Background: an optimization exercise with open tools, aiming at small area, a short achievable clock period and few clock cycles. Do not read the settings as production practice. Power figures rest on the tool's default switching activity, not on a simulated workload.

==> lagoon: inputs <==
==> flow/design.v <==
module mcp23x17_seq (
    input  wire        clk,
    input  wire        rst,             
    input  wire [7:0]   cfg_mode,       
    input  wire [11:0]  cfg_opcode,     
    input  wire [3:0]   cfg_bank,       
    input  wire [287:0] cfg_porta,      
    input  wire [255:0] cfg_portb,      
    input  wire [3:0]   cmd_valid,
    input  wire [63:0]  cmd_word,
    output wire [3:0]   cmd_ready,
    output wire [31:0]  ctx_status,     
    output wire [31:0]  rsp_data,       
    output wire [15:0]  fault_status,
    output wire [7:0]   fault_ctx,
    output wire [7:0]   fault_dev,
    output wire         escalate,
    output reg  [3:0]   cs,
    input  wire         spi_busy,
    output wire         spi_req,
    output wire [23:0]  spi_tx,
    input  wire         spi_ack,
    input  wire [23:0]  spi_rx,
    input  wire [1:0]   spi_st,
    output wire         i2c_req,
    output wire         i2c_rnw,
    output wire [1:0]   i2c_len,
    output wire [7:0]   i2c_sla,
    output wire [23:0]  i2c_wdata,
    input  wire         i2c_ack,
    input  wire [1:0]   i2c_st,
    input  wire [7:0]   i2c_rdata
);
    localparam [1:0] CMD_INIT  = 2'd0,
                     CMD_READ  = 2'd1,
                     CMD_WRITE = 2'd2;
    localparam [1:0] MODE_SPI = 2'd1,
                     MODE_I2C = 2'd2;
    localparam [4:0] INIT_LAST = 5'd23;
    function is_illegal(input [15:0] w);
        reg lo, hi, gt;
        begin
            lo = |w[7:0];                          
            hi = |w[12:8];                         
            gt = w[11] & (w[10] | (w[9] & w[8]));  
            is_illegal = w[13] | (w[15] & w[14]) | gt |
                         (~w[15] & lo) | (~w[15] & ~w[14] & hi);
        end
    endfunction
    function [3:0] eight_reg(input [2:0] k);
        case (k)
            3'd0: eight_reg = 4'd0;    
            3'd1: eight_reg = 4'd1;    
            3'd2: eight_reg = 4'd2;    
            3'd3: eight_reg = 4'd3;    
            3'd4: eight_reg = 4'd4;    
            3'd5: eight_reg = 4'd6;    
            3'd6: eight_reg = 4'd9;    
            default: eight_reg = 4'd10;  
        endcase
    endfunction
    reg  [3:0]  busy;
    reg  [3:0]  isrd;           
    reg  [12:0] args  [0:3];    
    reg  [7:0]  rsp_b [0:3];
    reg  [3:0]  dval;
    reg  [3:0]  okval;
    reg  [3:0]  rok;
    reg         flt_valid;
    reg  [3:0]  flt_cause;
    reg  [1:0]  flt_ctx;
    reg         s_pre;          
    reg         s_sreq;         
    reg         s_post;         
    reg         s_pulse;        
    reg         s_iw;           
    reg         s_ir;           
    reg         s_fin;          
    reg  [1:0]  own;
    reg  [2:0]  f_op;           
    reg         f_rw;           
    reg  [4:0]  f_addr;
    reg  [7:0]  f_data;         
    integer k;
    wire s_idle = ~(s_pre | s_sreq | s_post | s_pulse | s_iw | s_ir | s_fin);
    wire [3:0] rdy = ~busy & {4{~flt_valid}};
    wire [3:0] acc = cmd_valid & rdy;
    wire [3:0] c_isinit = {cmd_word[63:62] == 2'b00, cmd_word[47:46] == 2'b00,
                           cmd_word[31:30] == 2'b00, cmd_word[15:14] == 2'b00};
    wire spi_ackd = s_sreq && spi_ack;
    wire i2c_ackd = (s_iw || s_ir) && i2c_ack;
    wire t_err    = (spi_ackd && spi_st != 2'd0) || (i2c_ackd && i2c_st != 2'd0);
    wire [3:0] c_bad;
    genvar c, b;
    generate
        for (c = 0; c < 4; c = c + 1) begin : g_bad
            assign c_bad[c] = is_illegal(cmd_word[16*c +: 16]) ||
                              (cfg_mode[2*c +: 2] != MODE_SPI && cfg_mode[2*c +: 2] != MODE_I2C);
        end
    endgenerate
    wire cmd_flt = |(acc & c_bad);
    wire new_flt = t_err || cmd_flt;
    reg [3:0] new_cause;
    reg [1:0] new_ctx;
    integer   i;
    always @(*) begin
        new_cause = 4'd0;
        new_ctx   = own;
        if (spi_ackd && spi_st != 2'd0)
            new_cause = (spi_st == 2'd1) ? 4'd1 : 4'd2;
        else if (i2c_ackd && i2c_st != 2'd0) begin
            if (s_iw)
                new_cause = (i2c_st == 2'd1) ? 4'd3 : 4'd4;
            else
                new_cause = (i2c_st == 2'd1) ? 4'd5 : 4'd6;
        end else begin
            for (i = 3; i >= 0; i = i - 1) begin
                if (acc[i] && c_bad[i]) begin
                    new_ctx   = i[1:0];
                    new_cause = is_illegal(cmd_word[16*i +: 16]) ? 4'd8 : 4'd7;
                end
            end
        end
    end
    wire acc_any = |acc;
    wire upd     = !flt_valid && !new_flt;
    wire step    = !flt_valid && !acc_any && !t_err;
    wire [3:0] c_spi;           
    wire [3:0] c_rw;            
    wire [3:0] c_pulse;         
    wire [3:0] c_more;          
    wire [4:0] c_addr [0:3];
    wire [2:0] c_op   [0:3];
    wire [71:0] c_sel;
    wire [4:0] c_next [0:3];
    generate
        for (c = 0; c < 4; c = c + 1) begin : g_ctx
            wire [12:0] a     = args[c];
            wire [4:0]  idx   = a[4:0];
            wire        init  = a[11] & a[10];     
            wire        pre   = init && (idx[4:3] == 2'b00);
            wire        port  = init ? idx[4] : a[12];
            wire [3:0]  rg    = !init ? a[11:8] : (pre ? 4'd5 : eight_reg(idx[2:0]));
            wire [2:0]  opc   = cfg_opcode[3*c +: 3];
            wire        carry = &idx[2:0];
            assign c_spi[c]   = (cfg_mode[2*c +: 2] == MODE_SPI);
            assign c_rw[c]    = isrd[c] || (pre && idx[1]);
            assign c_pulse[c] = pre && (idx[1:0] == 2'd0);
            assign c_more[c]  = init && (idx != INIT_LAST);
            assign c_addr[c]  = cfg_bank[c] ? {port, rg} : {rg, port};
            assign c_op[c]    = c_spi[c] ? {1'b0, opc[1:0]} : opc;
            assign c_next[c]  = (idx[4:3] == 2'b00 && idx[1]) ? 5'd8 :
                                {idx[4] | (idx[3] & carry), idx[3] ^ carry,
                                 idx[2] ^ (idx[1] & idx[0]), idx[1] ^ idx[0], ~idx[0]};
            wire [16:0] sel;
            assign sel[16] = pre;
            for (b = 0; b < 8; b = b + 1) begin : g_sel
                assign sel[b]     = init && (idx[4:3] == 2'b01) && (idx[2:0] == b);
                assign sel[8 + b] = init && (idx[4:3] == 2'b10) && (idx[2:0] == b);
            end
            assign c_sel[18*c +: 18] = {~init, sel};
        end
    endgenerate
    wire [3:0] own_oh = {own == 2'd3, own == 2'd2, own == 2'd1, own == 2'd0};
    wire [3:0] pend   = busy & ~(own_oh & {4{~s_idle}});
    reg  [1:0] nq;
    reg        nq_v;
    wire [3:0] gnt = {nq == 2'd3, nq == 2'd2, nq == 2'd1, nq == 2'd0} & {4{nq_v}};
    wire [3:0] pend2 = pend & ~gnt;
    wire [1:0] nx_go = nq_v ? (pend2[0] ? 2'd0 : pend2[1] ? 2'd1 : pend2[2] ? 2'd2 : 2'd3) : (pend[0] ? 2'd0 : pend[1] ? 2'd1 : pend[2] ? 2'd2 : 2'd3);
    wire       nv_go = nq_v ? |pend2 : |pend;
    wire [1:0] nx_hold = pend[0] ? 2'd0 : pend[1] ? 2'd1 : pend[2] ? 2'd2 : 2'd3;
    wire       nv_hold = |pend;
    wire       nx_valid = nq_v;
    reg        n_spi, n_rw, n_pulse;
    reg [2:0]  n_op;
    reg [4:0]  n_addr;
    wire [71:0] gsel = c_sel & {{18{gnt[3]}}, {18{gnt[2]}}, {18{gnt[1]}}, {18{gnt[0]}}};
    reg  [7:0]  n_data;
    integer     u, v;
    always @(*) begin
        n_data = 8'd0;
        for (u = 0; u < 4; u = u + 1) begin
            for (v = 0; v < 8; v = v + 1) begin
                n_data = n_data | ({8{gsel[18*u + v]}}     & cfg_porta[72*u + 8*v +: 8])
                                | ({8{gsel[18*u + 8 + v]}} & cfg_portb[64*u + 8*v +: 8]);
            end
            n_data = n_data | ({8{gsel[18*u + 16]}} & cfg_porta[72*u + 64 +: 8])
                            | ({8{gsel[18*u + 17]}} & args[u][7:0]);
        end
    end
    integer    q;
    always @(*) begin
        n_spi = 1'b0; n_rw = 1'b0; n_pulse = 1'b0;
        n_op = 3'd0; n_addr = 5'd0;
        for (q = 0; q < 4; q = q + 1) begin
            n_spi   = n_spi   | (gnt[q] & c_spi[q]);
            n_rw    = n_rw    | (gnt[q] & c_rw[q]);
            n_pulse = n_pulse | (gnt[q] & c_pulse[q]);
            n_op    = n_op    | ({3{gnt[q]}} & c_op[q]);
            n_addr  = n_addr  | ({5{gnt[q]}} & c_addr[q]);
        end
    end
    wire fin = s_pulse || s_fin ||
               (s_post && !spi_busy) ||
               (s_iw && i2c_ack && !f_rw) ||
               (s_ir && i2c_ack);
    wire fin_s = fin && step;                  
    wire go    = (s_idle && step) || fin_s;    
    wire       o_more = |(own_oh & c_more);
    wire [3:0] done   = (fin_s && !o_more) ? own_oh : 4'd0;
    wire [7:0] o_rd   = s_ir ? i2c_rdata : f_data;
    wire       rd_ack = (spi_ackd && f_rw) || (i2c_ackd && s_ir);
    wire       rd_eq  = ((s_ir ? i2c_rdata : spi_rx[7:0]) == f_data);
    wire n_start = go && nx_valid;
    wire x_pre   = (n_start && n_spi && !n_pulse) || (s_pre && spi_busy);
    wire x_sreq  = (s_pre && !spi_busy) || (s_sreq && !spi_ack);
    wire x_post  = (s_sreq && spi_ack) || (s_post && !fin_s);
    wire x_pulse = (n_start && n_spi && n_pulse) || (s_pulse && !fin_s);
    wire x_iw    = (n_start && !n_spi) || (s_iw && !i2c_ack);
    wire x_ir    = (s_iw && i2c_ack && f_rw) || (s_ir && !i2c_ack);
    wire x_fin   = ((s_iw && !f_rw) || s_ir || s_fin) && fin && !step;
    wire x_rw    = go ? n_rw : f_rw;
    wire [3:0] busy_n = (busy | (acc & {4{upd}})) & ~done;
    always @(posedge clk) begin
        for (k = 0; k < 4; k = k + 1) begin
            if (acc[k]) begin
                isrd[k] <= cmd_word[16*k+14];
                args[k] <= {cmd_word[16*k+12],
                            cmd_word[16*k+11] | c_isinit[k],
                            cmd_word[16*k+10] | c_isinit[k],
                            cmd_word[16*k+1 +: 9],
                            cmd_word[16*k] | (c_isinit[k] && cfg_mode[2*k +: 2] == MODE_I2C)};
            end else if (own_oh[k]) begin
                if (rd_ack)
                    args[k][5] <= rd_eq;
                if (fin_s && c_more[k])
                    args[k][4:0] <= c_next[k];
            end
            if (done[k]) begin
                if (isrd[k]) begin
                    rsp_b[k] <= o_rd;
                    dval[k]  <= 1'b1;
                end
                if (args[k][11] && args[k][10]) begin
                    rok[k]   <= args[k][5];
                    okval[k] <= 1'b1;
                end
            end
        end
        s_pre   <= x_pre;
        s_sreq  <= x_sreq;
        s_post  <= x_post;
        s_pulse <= x_pulse;
        s_iw    <= x_iw;
        s_ir    <= x_ir;
        s_fin   <= x_fin;
        if (spi_ackd)
            f_data <= spi_rx[7:0];
        if (i2c_ackd && s_ir)
            f_data <= i2c_rdata;
        nq   <= go ? nx_go : nx_hold;
        nq_v <= go ? nv_go : nv_hold;
        if (go) begin
            own    <= nx_valid ? nq : own;
            f_op   <= n_op;
            f_rw   <= n_rw;
            f_addr <= n_addr;
            f_data <= n_data;
            cs     <= {4{n_spi && nx_valid}} & gnt;
        end
        busy <= busy_n;
        if (new_flt && !flt_valid) begin
            flt_valid <= 1'b1;
            flt_cause <= new_cause;
            flt_ctx   <= new_ctx;
        end
        if (rst) begin
            busy      <= 4'd0;
            dval      <= 4'd0;
            okval     <= 4'd0;
            rok       <= 4'd0;
            flt_valid <= 1'b0;
            flt_cause <= 4'd0;
            flt_ctx   <= 2'd0;
            cs        <= 4'd0;
            s_pre     <= 1'b0;
            s_sreq    <= 1'b0;
            s_post    <= 1'b0;
            s_pulse   <= 1'b0;
            s_iw      <= 1'b0;
            s_ir      <= 1'b0;
            s_fin     <= 1'b0;
            own       <= 2'd0;
            nq_v      <= 1'b0;
        end
    end
    wire [7:0] f_ctrl = {4'b0100, f_op, f_rw};
    assign spi_req   = s_sreq && !flt_valid;
    assign spi_tx    = {f_ctrl, 3'b000, f_addr, f_data & {8{~f_rw}}};
    assign i2c_req   = (s_iw || s_ir) && !flt_valid;
    assign i2c_rnw   = s_ir;
    assign i2c_len   = {!s_ir, s_ir || !f_rw};
    assign i2c_sla   = {5'b00000, f_op};
    assign i2c_wdata = {f_ctrl, 3'b000, f_addr, f_data};
    assign cmd_ready = rdy;
    generate
        for (c = 0; c < 4; c = c + 1) begin : g_status
            assign ctx_status[8*c +: 8] = {3'b000, busy[c], rok[c], okval[c],
                                           dval[c], busy[c]};
            assign rsp_data[8*c +: 8]   = rsp_b[c];
        end
    endgenerate
    wire ph34 = (flt_cause == 4'd3) || (flt_cause == 4'd4);
    wire [3:0] flt_phase = {(flt_cause == 4'd5) || (flt_cause == 4'd6),
                            (flt_cause == 4'd1) || (flt_cause == 4'd2) || ph34,
                            ph34, ph34};
    assign fault_status = {4'b0000, flt_phase, 3'b000, flt_cause, flt_valid};
    assign fault_ctx    = {6'd0, flt_ctx};
    assign fault_dev    = {6'd0, flt_ctx};
    assign escalate     = flt_valid;
endmodule
==> flow/flow/run.sh <==
#!/bin/bash
set -euo pipefail
bash standard.sh "BUFFER_PORTS_ARGS=-buffer_cell sky130_fd_sc_hd__buf_1" \
  "PLACE_PINS_ARGS=-min_distance 1 -min_distance_in_tracks" \
  SETUP_SLACK_MARGIN=6.5 TNS_END_PERCENT=10 finish > standard.log 2>&1
==> flow/standard.sh <==
#!/bin/bash
# synth_recipe.tcl (not shown) runs the flow's synth.tcl, then flattens the netlist and writes it again
# the make line also repeats each setting of config.mk as NAME=value (left out here)
make -C /OpenROAD-flow-scripts/flow DESIGN_CONFIG=/design/flow/config.mk WORK_HOME=/design/flow/orfs CLKGATE_MAP_FILE= SYNTH_SCRIPT=/design/flow/synth_recipe.tcl "${@:-finish}"
==> flow/config.mk <==
export PLATFORM = sky130hd
export DESIGN_NAME = mcp23x17_seq
export DESIGN_NICKNAME = mcp23x17_seq
export VERILOG_FILES = /design/flow/design.v
export SDC_FILE = /design/flow/constraint.sdc
export NUM_CORES = 4
export LEC_CHECK = 0
export CAP_MARGIN = 20
export CORE_AREA = 5 5 195 195
export CTS_BUF_LIST = sky130_fd_sc_hd__clkbuf_8
export DIE_AREA = 0 0 200 200
export SLEW_MARGIN = 20
==> flow/constraint.sdc <==
create_clock -name core_clock -period 10.0 [get_ports {clk}]
set_input_delay 2.0000 -clock core_clock [delete_from_list [all_inputs] [get_ports {clk}]]
set_output_delay 2.0000 -clock core_clock [all_outputs]
set_load 0.01 [all_outputs]
==> inputs of indigo, as changes to lagoon <==
--- a/flow/design.v
+++ b/flow/design.v
@@ -61,4 +61,5 @@
     endfunction
     reg  [3:0]  busy;
+    reg  [3:0]  rdy;            
     reg  [3:0]  isrd;           
     reg  [12:0] args  [0:3];    
@@ -68,5 +69,7 @@
     reg  [3:0]  rok;
     reg         flt_valid;
+    reg         flt_out;        
     reg  [3:0]  flt_cause;
+    reg  [2:0]  flt_ph;         
     reg  [1:0]  flt_ctx;
     reg         s_pre;          
@@ -82,7 +85,10 @@
     reg  [4:0]  f_addr;
     reg  [7:0]  f_data;         
+    reg         o_spi_req;
+    reg         o_i2c_req;
+    reg         o_i2c_rnw;
+    reg  [1:0]  o_i2c_len;
     integer k;
     wire s_idle = ~(s_pre | s_sreq | s_post | s_pulse | s_iw | s_ir | s_fin);
-    wire [3:0] rdy = ~busy & {4{~flt_valid}};
     wire [3:0] acc = cmd_valid & rdy;
     wire [3:0] c_isinit = {cmd_word[63:62] == 2'b00, cmd_word[47:46] == 2'b00,
@@ -164,11 +170,30 @@
     wire [3:0] own_oh = {own == 2'd3, own == 2'd2, own == 2'd1, own == 2'd0};
     wire [3:0] pend   = busy & ~(own_oh & {4{~s_idle}});
+    function [1:0] rr_pick(input [1:0] x, input [3:0] p);
+        reg [3:0] r;
+        reg [1:0] f;
+        begin
+            case (x)
+                2'd0: r = {p[0], p[3], p[2], p[1]};
+                2'd1: r = {p[1], p[0], p[3], p[2]};
+                2'd2: r = {p[2], p[1], p[0], p[3]};
+                default: r = p;
+            endcase
+            f = r[0] ? 2'd0 : r[1] ? 2'd1 : r[2] ? 2'd2 : 2'd3;
+            case ({x, f})
+                4'b0000: rr_pick = 2'd1; 4'b0001: rr_pick = 2'd2; 4'b0010: rr_pick = 2'd3; 4'b0011: rr_pick = 2'd0;
+                4'b0100: rr_pick = 2'd2; 4'b0101: rr_pick = 2'd3; 4'b0110: rr_pick = 2'd0; 4'b0111: rr_pick = 2'd1;
+                4'b1000: rr_pick = 2'd3; 4'b1001: rr_pick = 2'd0; 4'b1010: rr_pick = 2'd1; 4'b1011: rr_pick = 2'd2;
+                4'b1100: rr_pick = 2'd0; 4'b1101: rr_pick = 2'd1; 4'b1110: rr_pick = 2'd2; default: rr_pick = 2'd3;
+            endcase
+        end
+    endfunction
     reg  [1:0] nq;
     reg        nq_v;
     wire [3:0] gnt = {nq == 2'd3, nq == 2'd2, nq == 2'd1, nq == 2'd0} & {4{nq_v}};
     wire [3:0] pend2 = pend & ~gnt;
-    wire [1:0] nx_go = nq_v ? (pend2[0] ? 2'd0 : pend2[1] ? 2'd1 : pend2[2] ? 2'd2 : 2'd3) : (pend[0] ? 2'd0 : pend[1] ? 2'd1 : pend[2] ? 2'd2 : 2'd3);
+    wire [1:0] nx_go = nq_v ? rr_pick(nq, pend2) : rr_pick(own, pend);
     wire       nv_go = nq_v ? |pend2 : |pend;
-    wire [1:0] nx_hold = pend[0] ? 2'd0 : pend[1] ? 2'd1 : pend[2] ? 2'd2 : 2'd3;
+    wire [1:0] nx_hold = rr_pick(own, pend);
     wire       nv_hold = |pend;
     wire       nx_valid = nq_v;
@@ -256,4 +281,9 @@
         s_ir    <= x_ir;
         s_fin   <= x_fin;
+        o_spi_req    <= x_sreq && !new_flt && !flt_valid;
+        o_i2c_req    <= (x_iw || x_ir) && !new_flt && !flt_valid;
+        o_i2c_rnw    <= x_ir;
+        o_i2c_len[1] <= !x_ir;
+        o_i2c_len[0] <= x_ir || !x_rw;
         if (spi_ackd)
             f_data <= spi_rx[7:0];
@@ -271,16 +301,25 @@
         end
         busy <= busy_n;
+        rdy  <= ~busy_n & {4{upd}};
         if (new_flt && !flt_valid) begin
             flt_valid <= 1'b1;
+            flt_out   <= 1'b1;
             flt_cause <= new_cause;
             flt_ctx   <= new_ctx;
+            flt_ph    <= {new_cause == 4'd5 || new_cause == 4'd6,
+                          new_cause == 4'd1 || new_cause == 4'd2 ||
+                          new_cause == 4'd3 || new_cause == 4'd4,
+                          new_cause == 4'd3 || new_cause == 4'd4};
         end
         if (rst) begin
             busy      <= 4'd0;
+            rdy       <= 4'hf;
             dval      <= 4'd0;
             okval     <= 4'd0;
             rok       <= 4'd0;
             flt_valid <= 1'b0;
+            flt_out   <= 1'b0;
             flt_cause <= 4'd0;
+            flt_ph    <= 3'd0;
             flt_ctx   <= 2'd0;
             cs        <= 4'd0;
@@ -294,12 +333,14 @@
             own       <= 2'd0;
             nq_v      <= 1'b0;
+            o_spi_req <= 1'b0;
+            o_i2c_req <= 1'b0;
         end
     end
     wire [7:0] f_ctrl = {4'b0100, f_op, f_rw};
-    assign spi_req   = s_sreq && !flt_valid;
+    assign spi_req   = o_spi_req;
     assign spi_tx    = {f_ctrl, 3'b000, f_addr, f_data & {8{~f_rw}}};
-    assign i2c_req   = (s_iw || s_ir) && !flt_valid;
-    assign i2c_rnw   = s_ir;
-    assign i2c_len   = {!s_ir, s_ir || !f_rw};
+    assign i2c_req   = o_i2c_req;
+    assign i2c_rnw   = o_i2c_rnw;
+    assign i2c_len   = o_i2c_len;
     assign i2c_sla   = {5'b00000, f_op};
     assign i2c_wdata = {f_ctrl, 3'b000, f_addr, f_data};
@@ -312,11 +353,8 @@
         end
     endgenerate
-    wire ph34 = (flt_cause == 4'd3) || (flt_cause == 4'd4);
-    wire [3:0] flt_phase = {(flt_cause == 4'd5) || (flt_cause == 4'd6),
-                            (flt_cause == 4'd1) || (flt_cause == 4'd2) || ph34,
-                            ph34, ph34};
-    assign fault_status = {4'b0000, flt_phase, 3'b000, flt_cause, flt_valid};
+    assign fault_status = {4'b0000, flt_ph[2], flt_ph[1], flt_ph[0], flt_ph[0],
+                           3'b000, flt_cause, flt_out};
     assign fault_ctx    = {6'd0, flt_ctx};
     assign fault_dev    = {6'd0, flt_ctx};
-    assign escalate     = flt_valid;
+    assign escalate     = flt_out;
 endmodule
==> flow/flow/run.sh (replaced) <==
#!/bin/bash
set -euo pipefail
bash standard.sh "BUFFER_PORTS_ARGS=-buffer_cell sky130_fd_sc_hd__buf_1" \
  "PLACE_PINS_ARGS=-min_distance 1 -min_distance_in_tracks" \
  SETUP_SLACK_MARGIN=6.5 finish > standard.log 2>&1
==> inputs of xenon, as changes to lagoon <==
==> flow/flow/run.sh (replaced) <==
#!/bin/bash
set -euo pipefail
DU="sky130_fd_sc_hd__probe_p_8 sky130_fd_sc_hd__probec_p_8 sky130_fd_sc_hd__lpflow_bleeder_1 sky130_fd_sc_hd__lpflow_clkbufkapwr_1 sky130_fd_sc_hd__lpflow_clkbufkapwr_16 sky130_fd_sc_hd__lpflow_clkbufkapwr_2 sky130_fd_sc_hd__lpflow_clkbufkapwr_4 sky130_fd_sc_hd__lpflow_clkbufkapwr_8 sky130_fd_sc_hd__lpflow_clkinvkapwr_1 sky130_fd_sc_hd__lpflow_clkinvkapwr_16 sky130_fd_sc_hd__lpflow_clkinvkapwr_2 sky130_fd_sc_hd__lpflow_clkinvkapwr_4 sky130_fd_sc_hd__lpflow_clkinvkapwr_8 sky130_fd_sc_hd__lpflow_decapkapwr_12 sky130_fd_sc_hd__lpflow_decapkapwr_3 sky130_fd_sc_hd__lpflow_decapkapwr_4 sky130_fd_sc_hd__lpflow_decapkapwr_6 sky130_fd_sc_hd__lpflow_decapkapwr_8 sky130_fd_sc_hd__lpflow_inputiso0n_1 sky130_fd_sc_hd__lpflow_inputiso0p_1 sky130_fd_sc_hd__lpflow_inputiso1n_1 sky130_fd_sc_hd__lpflow_inputiso1p_1 sky130_fd_sc_hd__lpflow_inputisolatch_1 sky130_fd_sc_hd__lpflow_isobufsrc_1 sky130_fd_sc_hd__lpflow_isobufsrc_16 sky130_fd_sc_hd__lpflow_isobufsrc_2 sky130_fd_sc_hd__lpflow_isobufsrc_4 sky130_fd_sc_hd__lpflow_isobufsrc_8 sky130_fd_sc_hd__lpflow_isobufsrckapwr_16 sky130_fd_sc_hd__lpflow_lsbuf_lh_hl_isowell_tap_1 sky130_fd_sc_hd__lpflow_lsbuf_lh_hl_isowell_tap_2 sky130_fd_sc_hd__lpflow_lsbuf_lh_hl_isowell_tap_4 sky130_fd_sc_hd__lpflow_lsbuf_lh_isowell_4 sky130_fd_sc_hd__lpflow_lsbuf_lh_isowell_tap_1 sky130_fd_sc_hd__lpflow_lsbuf_lh_isowell_tap_2 sky130_fd_sc_hd__lpflow_lsbuf_lh_isowell_tap_4  sky130_fd_sc_hd__or4_0 sky130_fd_sc_hd__or4_1 sky130_fd_sc_hd__or4_2 sky130_fd_sc_hd__or4_4 sky130_fd_sc_hd__or4b_0 sky130_fd_sc_hd__or4b_1 sky130_fd_sc_hd__or4b_2 sky130_fd_sc_hd__or4b_4 sky130_fd_sc_hd__or4bb_0 sky130_fd_sc_hd__or4bb_1 sky130_fd_sc_hd__or4bb_2 sky130_fd_sc_hd__or4bb_4 sky130_fd_sc_hd__nor4_0 sky130_fd_sc_hd__nor4_1 sky130_fd_sc_hd__nor4_2 sky130_fd_sc_hd__nor4_4 sky130_fd_sc_hd__nor4b_0 sky130_fd_sc_hd__nor4b_1 sky130_fd_sc_hd__nor4b_2 sky130_fd_sc_hd__nor4b_4 sky130_fd_sc_hd__nor4bb_0 sky130_fd_sc_hd__nor4bb_1 sky130_fd_sc_hd__nor4bb_2 sky130_fd_sc_hd__nor4bb_4 sky130_fd_sc_hd__a2111oi_0 sky130_fd_sc_hd__a2111oi_1 sky130_fd_sc_hd__a2111oi_2 sky130_fd_sc_hd__a2111oi_4 sky130_fd_sc_hd__a2111o_0 sky130_fd_sc_hd__a2111o_1 sky130_fd_sc_hd__a2111o_2 sky130_fd_sc_hd__a2111o_4 sky130_fd_sc_hd__o2111ai_0 sky130_fd_sc_hd__o2111ai_1 sky130_fd_sc_hd__o2111ai_2 sky130_fd_sc_hd__o2111ai_4 sky130_fd_sc_hd__o2111a_0 sky130_fd_sc_hd__o2111a_1 sky130_fd_sc_hd__o2111a_2 sky130_fd_sc_hd__o2111a_4 sky130_fd_sc_hd__or3_0 sky130_fd_sc_hd__or3_1 sky130_fd_sc_hd__or3_2 sky130_fd_sc_hd__or3_4 sky130_fd_sc_hd__or3b_0 sky130_fd_sc_hd__or3b_1 sky130_fd_sc_hd__or3b_2 sky130_fd_sc_hd__or3b_4 sky130_fd_sc_hd__nor3b_0 sky130_fd_sc_hd__nor3b_1 sky130_fd_sc_hd__nor3b_2 sky130_fd_sc_hd__nor3b_4"
bash standard.sh "BUFFER_PORTS_ARGS=-buffer_cell sky130_fd_sc_hd__buf_1" \
  "PLACE_PINS_ARGS=-min_distance 1 -min_distance_in_tracks" \
  "DONT_USE_CELLS=$DU" \
  SETUP_SLACK_MARGIN=6.5 TNS_END_PERCENT=10 finish > standard.log 2>&1
==> inputs of juniper, as changes to lagoon <==
==> flow/flow/run.sh (replaced) <==
#!/bin/bash
set -euo pipefail
bash standard.sh "BUFFER_PORTS_ARGS=-buffer_cell sky130_fd_sc_hd__buf_1" \
  "PLACE_PINS_ARGS=-min_distance 1 -min_distance_in_tracks" \
  SETUP_SLACK_MARGIN=6.5 finish > standard.log 2>&1
==> run notes <==
WL met2=43500 um; hold path startpoint=okval[3]; synth top area cells=edfxtp_1, a22oi_1, dfxtp_1; multiplexer area fraction after synthesis=0.0324; Total Power=about 0.0018 W; CP max stage delay=approximately 400 ps; outcome=finished clean; Signal buf overhead=0.211
That was indigo.
==> run notes <==
outcome=finished clean; Total Power=0.00175 W; Signal buf overhead=0.202; CP max stage delay=around 630 ps; hold path startpoint=dval[2]; multiplexer area fraction after synthesis=0.0470; WL met2=41500 um
That was lagoon.
==> run notes <==
multiplexer area fraction after synthesis=0.0470; Signal buf overhead=0.209; synth top area cells=edfxtp_1, a22oi_1, dfxtp_1; outcome=finished clean; WL met2=42100 um
That was juniper.
==> run notes <==
WL met2=approximately 45000 um; Signal buf overhead=0.199; compound-gate portion of the synthesized area=0.295; met1 usage=0.580; hold path startpoint=cs[3]; Worst setup EP type=flop; multiplexer area fraction after synthesis=0.0503; outcome=finished clean
That was xenon.
No functional check of the RTL was part of any run of this note.

re-timing with driven ports:
How much do the figures lean on ideal ports? The routed layouts below were timed once more, with nothing changed but the port constraints.
Step 1 (the two cells are an assumption about what drives the block):
set clk [get_ports {clk}]
set_driving_cell -lib_cell sky130_fd_sc_hd__clkbuf_16 $clk
set_driving_cell -lib_cell sky130_fd_sc_hd__buf_2 [delete_from_list [all_inputs] $clk]
Step 2 times the ports against the registers' clock, not the clock port: input delays grow and output delays shrink by t, the midpoint of the rising clock arrivals with the driver on.
a / b / c = ideal ports / drivers / drivers and shift; a / b = the first two.
run	t, ns	slack for setup (ns)	worst data-port slew with drivers (ns)
lagoon	0.520	6.191 / 6.201 / 5.680	0.39
indigo	0.547	6.196 / 6.208 / 5.661	0.35
xenon	0.544	6.169 / 6.169 / 5.745	0.36
juniper	0.512	6.096 / 6.106 / 5.594	0.37
After both steps every run listed still meets setup and hold. For indigo, which loses most, drivers alone change the setup slack by +0.012 ns; drivers and shift together by -0.535 ns.
